What follows belongs to an exercise in optimizing a design on an open flow for small area, a short achievable clock period and few clock cycles; a production flow would make more cautious choices. Function was checked by simulation only, so behaviour that the tests miss may differ from the original.

==> build 27 <==
// hsv2rgb_stream
module hsv2rgb_stream (
    input  wire        clk,
    input  wire        rst,         
    input  wire        in_valid,
    output wire        in_ready,
    input  wire [23:0] in_hsv,      
    output reg         out_valid,
    input  wire        out_ready,
    output wire [31:0] out_rgba     
);
export LEC_CHECK = 0
export CAP_MARGIN = 20
export CORE_MARGIN = 2
export CORE_UTILIZATION = 40
export SLEW_MARGIN = 20
create_clock -name core_clock -period 17.0 [get_ports {clk}]
standard.sh (not shown) runs the stock make flow with config.mk's settings and CLKGATE_MAP_FILE= SYNTH_SCRIPT=/design/flow/synth_recipe.tcl, a recipe that flattens the netlist after the stock synthesis.
==> flow/flow/run.sh <==
#!/bin/bash
# The standard layout, with repair_timing aiming for 12.5 ns of setup slack
# (at the design's clock period and constraints) instead of 0.
set -euo pipefail
bash standard.sh SETUP_SLACK_MARGIN=12.5 finish > standard_flow.log 2>&1
==> trial 79 (differences from build 27) <==
==> flow/flow/run.sh (replaced) <==
#!/bin/bash
# The standard layout, with the port buffers made of buf_2 cells and repair_timing
# aiming for 11.5 ns of setup slack (at the design's clock period and constraints).
set -euo pipefail
bash standard.sh "BUFFER_PORTS_ARGS=-buffer_cell sky130_fd_sc_hd__buf_2" SETUP_SLACK_MARGIN=11.5 finish > standard_flow.log 2>&1
CAP_MARGIN = 5   (was 20)
CORE_UTILIZATION = 65   (was 40)
CTS_BUF_LIST = sky130_fd_sc_hd__clkbuf_4 sky130_fd_sc_hd__clkbuf_8   (was unset)
PLACE_DENSITY = 0.75   (was unset)
SLEW_MARGIN = 5   (was 20)
==> comparison table <==
| metric | build 27 | trial 79 |
|---|---|---|
| Endpoint with the worst hold slack | v2_q[6] | v2_q[3] |
| Number of signal-net buffers in the layout | 272 | 80 |
| Area taken by flip-flops and latches | 0.00327 mm2 | 0.00326 mm2 |
| Last weighted congestion value of the routability-driven placer | 0.849 | 0.891 |
| Summed area of non-filler cells in the final layout | 0.0206 mm2 | 0.0162 mm2 |
| Least setup slack across all paths after layout | 12070 ps | 11620 ps |
| Portion of the layout cell area used by clock cells | 2.63% | 2.72% |
| R2r worst-path depth | 18 | 16 |
| Vias | 13100 | 11800 |
| Number of logic stages on the critical path including buffering | 11 | 7 |
| Inverter count of the layout excluding clock inverters | 237 | 236 |
| Total iterations of the first detailed-routing run | 8 | 5 |
| Multi-input gate area in the final layout | 0.0123 mm2 | 0.0107 mm2 |
| Worst Tran Pin Value | 998 ps | 889 ps |
| Routed met3 length | 2.55 mm | 1.76 mm |
| Launch point of the critical path | in_hsv[16] | in_hsv[20] |
| Clock Buffer Count | 24 | 18 |
| Slew headroom | 33.2% | 40.8% |
| Status | no timing/DRC/antenna violations | no timing/DRC/antenna violations |
Testbench counts of build 27, summed over its fixed seeds: cycles 32,024.
Testbench counts of trial 79, summed over its fixed seeds: cycles 32,024.

---

==> inputs of build 17 <==
Another version of the RTL of hsv2rgb_stream (not shown whole).
## hsv2rgb_stream
module hsv2rgb_stream (
    input  wire        clk,
    input  wire        rst,         
    input  wire        in_valid,
    output wire        in_ready,
    input  wire [23:0] in_hsv,      
    output reg         out_valid,
    input  wire        out_ready,
    output wire [31:0] out_rgba     
);
==> module gr_sat, before the edit <==
module gr_sat (
    input  wire [7:0] a0,
    input  wire [7:0] b0,
    input  wire [1:0] grp,
    input  wire [7:0] s,
    output reg  [7:0] r1,
    output reg  [7:0] g1,
    output reg  [7:0] b1
);
    wire s0   = (s == 8'd0);
    wire s255 = (s == 8'd255);
    wire [7:0] am, bm;
    gr_sat_mul u_a (.c(a0), .s(s), .y(am));
    gr_sat_mul u_b (.c(b0), .s(s), .y(bm));
    wire       ka = s255 && a0 == 8'd0;
    wire       kb = s255 && b0 == 8'd0;
    wire [7:0] ns = 8'd0 - s;
    wire [7:0] a1 = {am[7:1] | {7{s0}}, (am[0] & !ka) | s0};
    wire [7:0] c1 = {bm[7:1] | {7{s0}}, (bm[0] & !kb) | s0};
    wire [7:0] z1 = {ns[7:1] | {7{s0}}, (ns[0] & !s255) | s0};
    always @(*) begin
        case (grp)
            2'd0:    begin r1 = a1; g1 = c1; b1 = z1; end
            2'd1:    begin r1 = z1; g1 = a1; b1 = c1; end
            default: begin r1 = a1; g1 = z1; b1 = c1; end
        endcase
    end
endmodule
==> module gr_val, before the edit <==
module gr_val (
    input  wire [7:0] c,
    input  wire [7:0] v,
    output wire [7:0] y
);
    wire [7:0] m;
    gr_val_mul u_m (.c(c), .v(v), .y(m));
    wire kill = (v == 8'd0) || (v == 8'd255 && c == 8'd0);
    assign y = {m[7:1], m[0] & !kill};
endmodule
==> flow/config.mk <==
export PLATFORM = sky130hd
export DESIGN_NAME = hsv2rgb_stream
export DESIGN_NICKNAME = hsv2rgb_stream
export VERILOG_FILES = /design/flow/design.v
export SDC_FILE = /design/flow/constraint.sdc
export NUM_CORES = 4
export LEC_CHECK = 0
export CAP_MARGIN = 0
export CORE_MARGIN = 2
export CORE_UTILIZATION = 65
export CTS_BUF_LIST = sky130_fd_sc_hd__clkbuf_4 sky130_fd_sc_hd__clkbuf_8
export PLACE_DENSITY = 0.75
export SLEW_MARGIN = 0
export TNS_END_PERCENT = 10
==> flow/constraint.sdc <==
create_clock -name core_clock -period 17.0 [get_ports {clk}]
set_input_delay 3.4000 -clock core_clock [delete_from_list [all_inputs] [get_ports {clk}]]
set_output_delay 3.4000 -clock core_clock [all_outputs]
set_load 0.01 [all_outputs]
==> flow/flow/run.sh <==
#!/bin/bash
# The standard layout, with: port buffers made of buf_2 cells; clock tree from
# clkbuf_4/clkbuf_8 with larger sink clusters and no dummy loads; repair_timing
# aiming for 11.9 ns of setup slack (at the design's clock period and constraints).
set -euo pipefail
bash standard.sh \
  "BUFFER_PORTS_ARGS=-buffer_cell sky130_fd_sc_hd__buf_2" \
  "CTS_ARGS=-sink_clustering_enable -repair_clock_nets -buf_list {sky130_fd_sc_hd__clkbuf_4 sky130_fd_sc_hd__clkbuf_8} -sink_clustering_size 30 -sink_clustering_max_diameter 80 -dont_use_dummy_load" \
  SETUP_SLACK_MARGIN=11.9 finish > standard_flow.log 2>&1
==> inputs of trial 57, as changes to build 17 <==
==> flow/flow/run.sh (replaced) <==
#!/bin/bash
# The standard layout, with: port buffers made of buf_2 cells; clock tree from
# clkbuf_4/clkbuf_8 with larger sink clusters and no dummy loads; repair_timing
# aiming for 11.6 ns of setup slack (at the design's clock period and constraints).
set -euo pipefail
bash standard.sh \
  "BUFFER_PORTS_ARGS=-buffer_cell sky130_fd_sc_hd__buf_2" \
  "CTS_ARGS=-sink_clustering_enable -repair_clock_nets -buf_list {sky130_fd_sc_hd__clkbuf_4 sky130_fd_sc_hd__clkbuf_8} -sink_clustering_size 30 -sink_clustering_max_diameter 80 -dont_use_dummy_load" \
  SETUP_SLACK_MARGIN=11.6 finish > standard_flow.log 2>&1
- CAP_MARGIN: 0 -> 5
- CORE_UTILIZATION: 65 -> 58
- PLACE_DENSITY: 0.75 -> 0.7
- SLEW_MARGIN: 0 -> 5
- TNS_END_PERCENT: 10 -> unset
==> inputs of build 62, as changes to build 17 <==
--- a/flow/design.v
+++ b/flow/design.v
@@ -282,10 +282,7 @@
     gr_sat_mul u_a (.c(a0), .s(s), .y(am));
     gr_sat_mul u_b (.c(b0), .s(s), .y(bm));
-    wire       ka = s255 && a0 == 8'd0;
-    wire       kb = s255 && b0 == 8'd0;
-    wire [7:0] ns = 8'd0 - s;
-    wire [7:0] a1 = {am[7:1] | {7{s0}}, (am[0] & !ka) | s0};
-    wire [7:0] c1 = {bm[7:1] | {7{s0}}, (bm[0] & !kb) | s0};
-    wire [7:0] z1 = {ns[7:1] | {7{s0}}, (ns[0] & !s255) | s0};
+    wire [7:0] a1 = s0 ? 8'd255 : (s255 && a0 == 8'd0) ? 8'd0 : am;
+    wire [7:0] c1 = s0 ? 8'd255 : (s255 && b0 == 8'd0) ? 8'd0 : bm;
+    wire [7:0] z1 = s0 ? 8'd255 : s255 ? 8'd0 : 8'd0 - s;
     always @(*) begin
         case (grp)
@@ -304,5 +301,5 @@
     gr_val_mul u_m (.c(c), .v(v), .y(m));
     wire kill = (v == 8'd0) || (v == 8'd255 && c == 8'd0);
-    assign y = {m[7:1], m[0] & !kill};
+    assign y = kill ? 8'd0 : m;
 endmodule
 module gr_sat_mul (input wire [7:0] c, input wire [7:0] s, output wire [7:0] y);
==> flow/run.sh (new file) <==
#!/bin/bash
# synth_recipe.tcl (not shown) runs the flow's synth.tcl, then flattens the netlist and writes it again
# the make line also repeats each setting of config.mk as NAME=value (left out here)
make -C /OpenROAD-flow-scripts/flow DESIGN_CONFIG=/design/flow/config.mk WORK_HOME=/design/flow/orfs CLKGATE_MAP_FILE= SYNTH_SCRIPT=/design/flow/synth_recipe.tcl finish
- CAP_MARGIN: 0 -> 20
- CORE_UTILIZATION: 65 -> 40
- CTS_BUF_LIST: sky130_fd_sc_hd__clkbuf_4 sky130_fd_sc_hd__clkbuf_8 -> unset
- PLACE_DENSITY: 0.75 -> unset
- SLEW_MARGIN: 0 -> 20
- TNS_END_PERCENT: 10 -> unset
removed: flow/flow/run.sh
removed: flow/standard.sh
==> comparison <==
Die area, lowest first: build 17, trial 57, build 62.
Of build 62 and trial 57, trial 57 has the higher non-clock buffer count (gap 16).
Between build 62 and trial 57, the lower worst setup slack is in build 62 (gap 820 ps).
The highest register-to-register slack belongs to build 17, the lowest to build 62.
The highest first-iteration DRC count belongs to build 17, the lowest to trial 57.
Testbench counts of build 17, summed over its fixed seeds: cycles 32,024.
Testbench counts of trial 57, summed over its fixed seeds: cycles 32,024.
Testbench counts of build 62, summed over its fixed seeds: cycles 32,024.

---

==> inputs of run a <==
Another version of the RTL of hsv2rgb_stream (not shown whole).
==> flow/config.mk <==
export PLATFORM = sky130hd
export DESIGN_NAME = hsv2rgb_stream
export DESIGN_NICKNAME = hsv2rgb_stream
export VERILOG_FILES = /design/flow/design.v
export SDC_FILE = /design/flow/constraint.sdc
export NUM_CORES = 4
export LEC_CHECK = 0
export CAP_MARGIN = 5
export CORE_MARGIN = 2
export CORE_UTILIZATION = 65
export CTS_BUF_LIST = sky130_fd_sc_hd__clkbuf_4 sky130_fd_sc_hd__clkbuf_8
export PLACE_DENSITY = 0.75
export SLEW_MARGIN = 5
export SYNTH_HIERARCHICAL = 1
export TNS_END_PERCENT = 0
==> flow/constraint.sdc <==
create_clock -name core_clock -period 17.0 [get_ports {clk}]
set_input_delay 3.4000 -clock core_clock [delete_from_list [all_inputs] [get_ports {clk}]]
set_output_delay 3.4000 -clock core_clock [all_outputs]
set_load 0.01 [all_outputs]
==> flow/flow/run.sh <==
#!/bin/bash
# The standard layout, with: port buffers made of buf_2 cells; clock tree from
# clkbuf_4/clkbuf_8 with larger sink clusters and no dummy loads; repair_timing
# aiming for 12.0 ns of setup slack (at the design's clock period and constraints).
set -euo pipefail
bash standard.sh \
  "BUFFER_PORTS_ARGS=-buffer_cell sky130_fd_sc_hd__buf_2" \
  "CTS_ARGS=-sink_clustering_enable -repair_clock_nets -buf_list {sky130_fd_sc_hd__clkbuf_4 sky130_fd_sc_hd__clkbuf_8} -sink_clustering_size 30 -sink_clustering_max_diameter 80 -dont_use_dummy_load" \
  SETUP_SLACK_MARGIN=12.0 finish > standard_flow.log 2>&1
==> inputs of run b, as changes to run a <==
==> flow/flow/run.sh (replaced) <==
#!/bin/bash
# The standard layout, with: port buffers made of buf_2 cells; clock tree from
# clkbuf_4 with larger sink clusters and no dummy loads; repair_timing
# aiming for 12.0 ns of setup slack (at the design's clock period and constraints).
set -euo pipefail
bash standard.sh \
  "BUFFER_PORTS_ARGS=-buffer_cell sky130_fd_sc_hd__buf_2" \
  "CTS_ARGS=-sink_clustering_enable -repair_clock_nets -buf_list {sky130_fd_sc_hd__clkbuf_4} -sink_clustering_size 30 -sink_clustering_max_diameter 80 -dont_use_dummy_load" \
  SETUP_SLACK_MARGIN=12.0 finish > standard_flow.log 2>&1
Settings changed: CTS_BUF_LIST sky130_fd_sc_hd__clkbuf_4 sky130_fd_sc_hd__clkbuf_8 to sky130_fd_sc_hd__clkbuf_4.
==> inputs of run c, as changes to run a <==
--- a/flow/design.v
+++ b/flow/design.v
@@ -328,16 +328,16 @@
     gr_fa usa_27 (.a((a0_q[4] & s_q[2])), .b((a0_q[5] & s_q[1])), .c((a0_q[6] & s_q[0])), .s(sa_27), .co(sa_28));
     wire sa_29, sa_30;
     gr_fa usa_29 (.a(sa_3), .b(sa_5), .c((a0_q[5] & s_q[2])), .s(sa_29), .co(sa_30));
     wire sa_31, sa_32;
     gr_fa usa_31 (.a((a0_q[6] & s_q[1])), .b((a0_q[7] & s_q[0])), .c(sa_2), .s(sa_31), .co(sa_32));
     wire sa_33, sa_34;
     gr_fa usa_33 (.a(sa_7), .b(sa_9), .c(sa_11), .s(sa_33), .co(sa_34));
-    wire sa_35 = ~(sa_4 ^ sa_6);
-    wire sa_36 = sa_4 | sa_6;
+    wire sa_35, sa_36;
+    gr_fa usa_35 (.a(1'b1), .b(sa_4), .c(sa_6), .s(sa_35), .co(sa_36));
     wire sa_37, sa_38;
     gr_fa usa_37 (.a(sa_13), .b(sa_15), .c((~s_q[1])), .s(sa_37), .co(sa_38));
     wire sa_39, sa_40;
     gr_fa usa_39 (.a(sa_8), .b(sa_10), .c(sa_12), .s(sa_39), .co(sa_40));
     wire sa_41, sa_42;
     gr_fa usa_41 (.a(sa_17), .b((a0_q[6] & s_q[4])), .c((a0_q[7] & s_q[3])), .s(sa_41), .co(sa_42));
     wire sa_43, sa_44;
@@ -430,16 +430,16 @@
     gr_fa usb_27 (.a((b0_q[4] & s_q[2])), .b((b0_q[5] & s_q[1])), .c((b0_q[6] & s_q[0])), .s(sb_27), .co(sb_28));
     wire sb_29, sb_30;
     gr_fa usb_29 (.a(sb_3), .b(sb_5), .c((b0_q[5] & s_q[2])), .s(sb_29), .co(sb_30));
     wire sb_31, sb_32;
     gr_fa usb_31 (.a((b0_q[6] & s_q[1])), .b((b0_q[7] & s_q[0])), .c(sb_2), .s(sb_31), .co(sb_32));
     wire sb_33, sb_34;
     gr_fa usb_33 (.a(sb_7), .b(sb_9), .c(sb_11), .s(sb_33), .co(sb_34));
-    wire sb_35 = ~(sb_4 ^ sb_6);
-    wire sb_36 = sb_4 | sb_6;
+    wire sb_35, sb_36;
+    gr_fa usb_35 (.a(1'b1), .b(sb_4), .c(sb_6), .s(sb_35), .co(sb_36));
     wire sb_37, sb_38;
     gr_fa usb_37 (.a(sb_13), .b(sb_15), .c((~s_q[1])), .s(sb_37), .co(sb_38));
     wire sb_39, sb_40;
     gr_fa usb_39 (.a(sb_8), .b(sb_10), .c(sb_12), .s(sb_39), .co(sb_40));
     wire sb_41, sb_42;
     gr_fa usb_41 (.a(sb_17), .b((b0_q[6] & s_q[4])), .c((b0_q[7] & s_q[3])), .s(sb_41), .co(sb_42));
     wire sb_43, sb_44;
@@ -500,17 +500,18 @@
     gr_fa usb_97 (.a((b0_q[7] & s_q[7])), .b((~s_q[6])), .c(sb_72), .s(sb_97), .co(sb_98));
     wire [15:0] sb_99 = {(~s_q[7]), sb_97, sb_95, sb_93, sb_91, sb_89, sb_87, sb_85, sb_83, sb_81, sb_79, sb_77, sb_75, sb_73, (b0_q[0] & s_q[1]), (b0_q[0] & s_q[0])};
     wire [15:0] sb_100 = {sb_98, sb_96, sb_94, sb_92, sb_90, sb_88, sb_86, sb_84, sb_82, sb_80, sb_78, sb_76, sb_74, (b0_q[2] & s_q[0]), (b0_q[1] & s_q[0]), 1'b0};
     wire [15:0] sb_101 = sb_99 + sb_100;
     assign bm = {sb_101[15], sb_101[14], sb_101[13], sb_101[12], sb_101[11], sb_101[10], sb_101[9], sb_101[8]};
     wire       s0   = (s_q == 8'd0);
     wire       s255 = (s_q == 8'd255);
+    wire       ka   = s255 && a0_q == 8'd0;
     wire       kb   = s255 && b0_q == 8'd0;
     wire [7:0] ns   = 8'd0 - s_q;
-    wire [7:0] a1   = {am[7:1] | {7{s0}}, am[0] | s0};
+    wire [7:0] a1   = {am[7:1] | {7{s0}}, (am[0] & !ka) | s0};
     wire [7:0] c1   = {bm[7:1] | {7{s0}}, (bm[0] & !kb) | s0};
     wire [7:0] z1   = {ns[7:1] | {7{s0}}, (ns[0] & !s255) | s0};
     reg  [7:0] r1, g1, b1;
     always @(*) begin
         case (grp_q)
             2'd0:    begin r1 = a1; g1 = c1; b1 = z1; end
             2'd1:    begin r1 = z1; g1 = a1; b1 = c1; end
@@ -553,16 +554,16 @@
     gr_fa uvr_21 (.a((r1_q[4] & v2_q[2])), .b((r1_q[5] & v2_q[1])), .c((r1_q[6] & v2_q[0])), .s(vr_21), .co(vr_22));
     wire vr_23, vr_24;
     gr_fa uvr_23 (.a(vr_3), .b(vr_5), .c((r1_q[5] & v2_q[2])), .s(vr_23), .co(vr_24));
     wire vr_25, vr_26;
     gr_fa uvr_25 (.a((r1_q[6] & v2_q[1])), .b((r1_q[7] & v2_q[0])), .c(vr_2), .s(vr_25), .co(vr_26));
     wire vr_27, vr_28;
     gr_fa uvr_27 (.a(vr_7), .b(vr_9), .c((r1_q[7] & v2_q[1])), .s(vr_27), .co(vr_28));
-    wire vr_29 = ~(vr_4 ^ vr_6);
-    wire vr_30 = vr_4 | vr_6;
+    wire vr_29, vr_30;
+    gr_fa uvr_29 (.a(1'b1), .b(vr_4), .c(vr_6), .s(vr_29), .co(vr_30));
     wire vr_31, vr_32;
     gr_fa uvr_31 (.a(vr_11), .b((r1_q[5] & v2_q[4])), .c((r1_q[6] & v2_q[3])), .s(vr_31), .co(vr_32));
     wire vr_33, vr_34;
     gr_fa uvr_33 (.a((r1_q[7] & v2_q[2])), .b(vr_8), .c(vr_10), .s(vr_33), .co(vr_34));
     wire vr_35, vr_36;
     gr_fa uvr_35 (.a((r1_q[3] & v2_q[7])), .b((r1_q[4] & v2_q[6])), .c((r1_q[5] & v2_q[5])), .s(vr_35), .co(vr_36));
     wire vr_37, vr_38;
@@ -641,16 +642,16 @@
     gr_fa uvg_21 (.a((g1_q[4] & v2_q[2])), .b((g1_q[5] & v2_q[1])), .c((g1_q[6] & v2_q[0])), .s(vg_21), .co(vg_22));
     wire vg_23, vg_24;
     gr_fa uvg_23 (.a(vg_3), .b(vg_5), .c((g1_q[5] & v2_q[2])), .s(vg_23), .co(vg_24));
     wire vg_25, vg_26;
     gr_fa uvg_25 (.a((g1_q[6] & v2_q[1])), .b((g1_q[7] & v2_q[0])), .c(vg_2), .s(vg_25), .co(vg_26));
     wire vg_27, vg_28;
     gr_fa uvg_27 (.a(vg_7), .b(vg_9), .c((g1_q[7] & v2_q[1])), .s(vg_27), .co(vg_28));
-    wire vg_29 = ~(vg_4 ^ vg_6);
-    wire vg_30 = vg_4 | vg_6;
+    wire vg_29, vg_30;
+    gr_fa uvg_29 (.a(1'b1), .b(vg_4), .c(vg_6), .s(vg_29), .co(vg_30));
     wire vg_31, vg_32;
     gr_fa uvg_31 (.a(vg_11), .b((g1_q[5] & v2_q[4])), .c((g1_q[6] & v2_q[3])), .s(vg_31), .co(vg_32));
     wire vg_33, vg_34;
     gr_fa uvg_33 (.a((g1_q[7] & v2_q[2])), .b(vg_8), .c(vg_10), .s(vg_33), .co(vg_34));
     wire vg_35, vg_36;
     gr_fa uvg_35 (.a((g1_q[3] & v2_q[7])), .b((g1_q[4] & v2_q[6])), .c((g1_q[5] & v2_q[5])), .s(vg_35), .co(vg_36));
     wire vg_37, vg_38;
@@ -729,16 +730,16 @@
     gr_fa uvb_21 (.a((b1_q[4] & v2_q[2])), .b((b1_q[5] & v2_q[1])), .c((b1_q[6] & v2_q[0])), .s(vb_21), .co(vb_22));
     wire vb_23, vb_24;
     gr_fa uvb_23 (.a(vb_3), .b(vb_5), .c((b1_q[5] & v2_q[2])), .s(vb_23), .co(vb_24));
     wire vb_25, vb_26;
     gr_fa uvb_25 (.a((b1_q[6] & v2_q[1])), .b((b1_q[7] & v2_q[0])), .c(vb_2), .s(vb_25), .co(vb_26));
     wire vb_27, vb_28;
     gr_fa uvb_27 (.a(vb_7), .b(vb_9), .c((b1_q[7] & v2_q[1])), .s(vb_27), .co(vb_28));
-    wire vb_29 = ~(vb_4 ^ vb_6);
-    wire vb_30 = vb_4 | vb_6;
+    wire vb_29, vb_30;
+    gr_fa uvb_29 (.a(1'b1), .b(vb_4), .c(vb_6), .s(vb_29), .co(vb_30));
     wire vb_31, vb_32;
     gr_fa uvb_31 (.a(vb_11), .b((b1_q[5] & v2_q[4])), .c((b1_q[6] & v2_q[3])), .s(vb_31), .co(vb_32));
     wire vb_33, vb_34;
     gr_fa uvb_33 (.a((b1_q[7] & v2_q[2])), .b(vb_8), .c(vb_10), .s(vb_33), .co(vb_34));
     wire vb_35, vb_36;
     gr_fa uvb_35 (.a((b1_q[3] & v2_q[7])), .b((b1_q[4] & v2_q[6])), .c((b1_q[5] & v2_q[5])), .s(vb_35), .co(vb_36));
     wire vb_37, vb_38;
==> flow/flow/run.sh (replaced) <==
#!/bin/bash
# The standard layout, with: port buffers made of buf_2 cells; clock tree from
# clkbuf_4/clkbuf_8 with larger sink clusters and no dummy loads; repair_timing
# aiming for 11.5 ns of setup slack (at the design's clock period and constraints).
set -euo pipefail
bash standard.sh \
  "BUFFER_PORTS_ARGS=-buffer_cell sky130_fd_sc_hd__buf_2" \
  "CTS_ARGS=-sink_clustering_enable -repair_clock_nets -buf_list {sky130_fd_sc_hd__clkbuf_4 sky130_fd_sc_hd__clkbuf_8} -sink_clustering_size 30 -sink_clustering_max_diameter 80 -dont_use_dummy_load" \
  SETUP_SLACK_MARGIN=11.5 finish > standard_flow.log 2>&1
Settings changed: TNS_END_PERCENT 0 to not set.
==> flow_metrics.tcl <==
set metrics [dict create \
    status "complete, no violations" \
    slowest_delay_ns 0.60 \
    final_nets 1828 \
    met2_usage 0.497 \
    place_congestion 0.891 \
    diodes 0 \
    wl_met3_mm 1.42 \
    period_needed_ns 5.03 \
    crit_family "adder cells" \
    inv_count 54 \
]
(the above is from run a)
==> flow_metrics.tcl <==
set metrics [dict create \
    place_congestion 0.918 \
    met2_usage 0.515 \
    final_nets 1817 \
    inv_count 35 \
    status "complete, no violations" \
    startpoint "in_hsv[17]" \
    crit_family "compound AO/OA/AOI/OAI gates" \
    diodes 0 \
    final_hold_viol_count 0 \
    wl_met3_mm 2.19 \
    synth_top_area_frac 0.263 \
    period_needed_ns 5.33 \
    die_h_um 154 \
    ioPinCount 62 \
]
(the above is from run c)
==> flow_metrics.tcl <==
set metrics [dict create \
    critPathSlowestCell "fa_1" \
    r2r_cells 14 \
    status "complete, no violations" \
    async_reset_ff_frac 0 \
    final_nets 1831 \
    synth_top_family_by_area "adder cells" \
    place_congestion 0.891 \
    crit_family "adder cells" \
    slowest_delay_ns 0.53 \
    diodes 1 \
    inv_count 54 \
    post-cts-setup-buffer-count 25 \
]
(the above is from run b)
Testbench counts of run a, summed over its fixed seeds: cycles 32,024.
Testbench counts of run b, summed over its fixed seeds: cycles 32,024.
Testbench counts of run c, summed over its fixed seeds: cycles 32,024.

==> what the ideal ports hide <==
The flow's constraints put no driver on any port. The routed layouts listed below were extracted and timed again, unchanged, in two steps.
Step 1: set_driving_cell puts a clkbuf_16 on clk and a buf_2 on each other input, an assumption about the parent block.
Step 2 times the ports against the registers' clock, not the clock port: input delays grow and output delays shrink by t, the midpoint of the rising clock arrivals with the driver on.
Slacks: ideal ports / drivers / drivers and shift; pairs: ideal ports / drivers.
run	t (ns)	setup slack, ns	hold WS [ns]	latest minus earliest clock arrival (ns)	cell pins on the clock port's net
build 27	0.492	12.073 / 12.051 / 11.558	0.416 / 0.416 / 0.416	0.013 / 0.013	1
trial 79	0.508	11.618 / 11.642 / 11.135	0.427 / 0.427 / 0.427	0.023 / 0.023	1
build 17	0.480	11.902 / 11.871 / 11.392	0.396 / 0.396 / 0.396	0.041 / 0.041	1
trial 57	0.479	11.683 / 11.709 / 11.231	0.411 / 0.411 / 0.411	0.033 / 0.033	1
build 62	0.476	10.861 / 10.884 / 10.408	0.423 / 0.423 / 0.423	0.013 / 0.012	1
run a	0.482	11.965 / 11.965 / 11.514	0.404 / 0.404 / 0.404	0.031 / 0.031	1
run b	0.579	12.009 / 12.009 / 11.482	0.401 / 0.401 / 0.401	0.051 / 0.051	1
run c	0.484	11.671 / 11.672 / 11.209	0.412 / 0.412 / 0.412	0.026 / 0.025	1
After both steps setup and hold are still met in every run listed. For run b, which loses most, drivers alone change the setup slack by 0.000 ns; drivers and shift together by -0.527 ns.
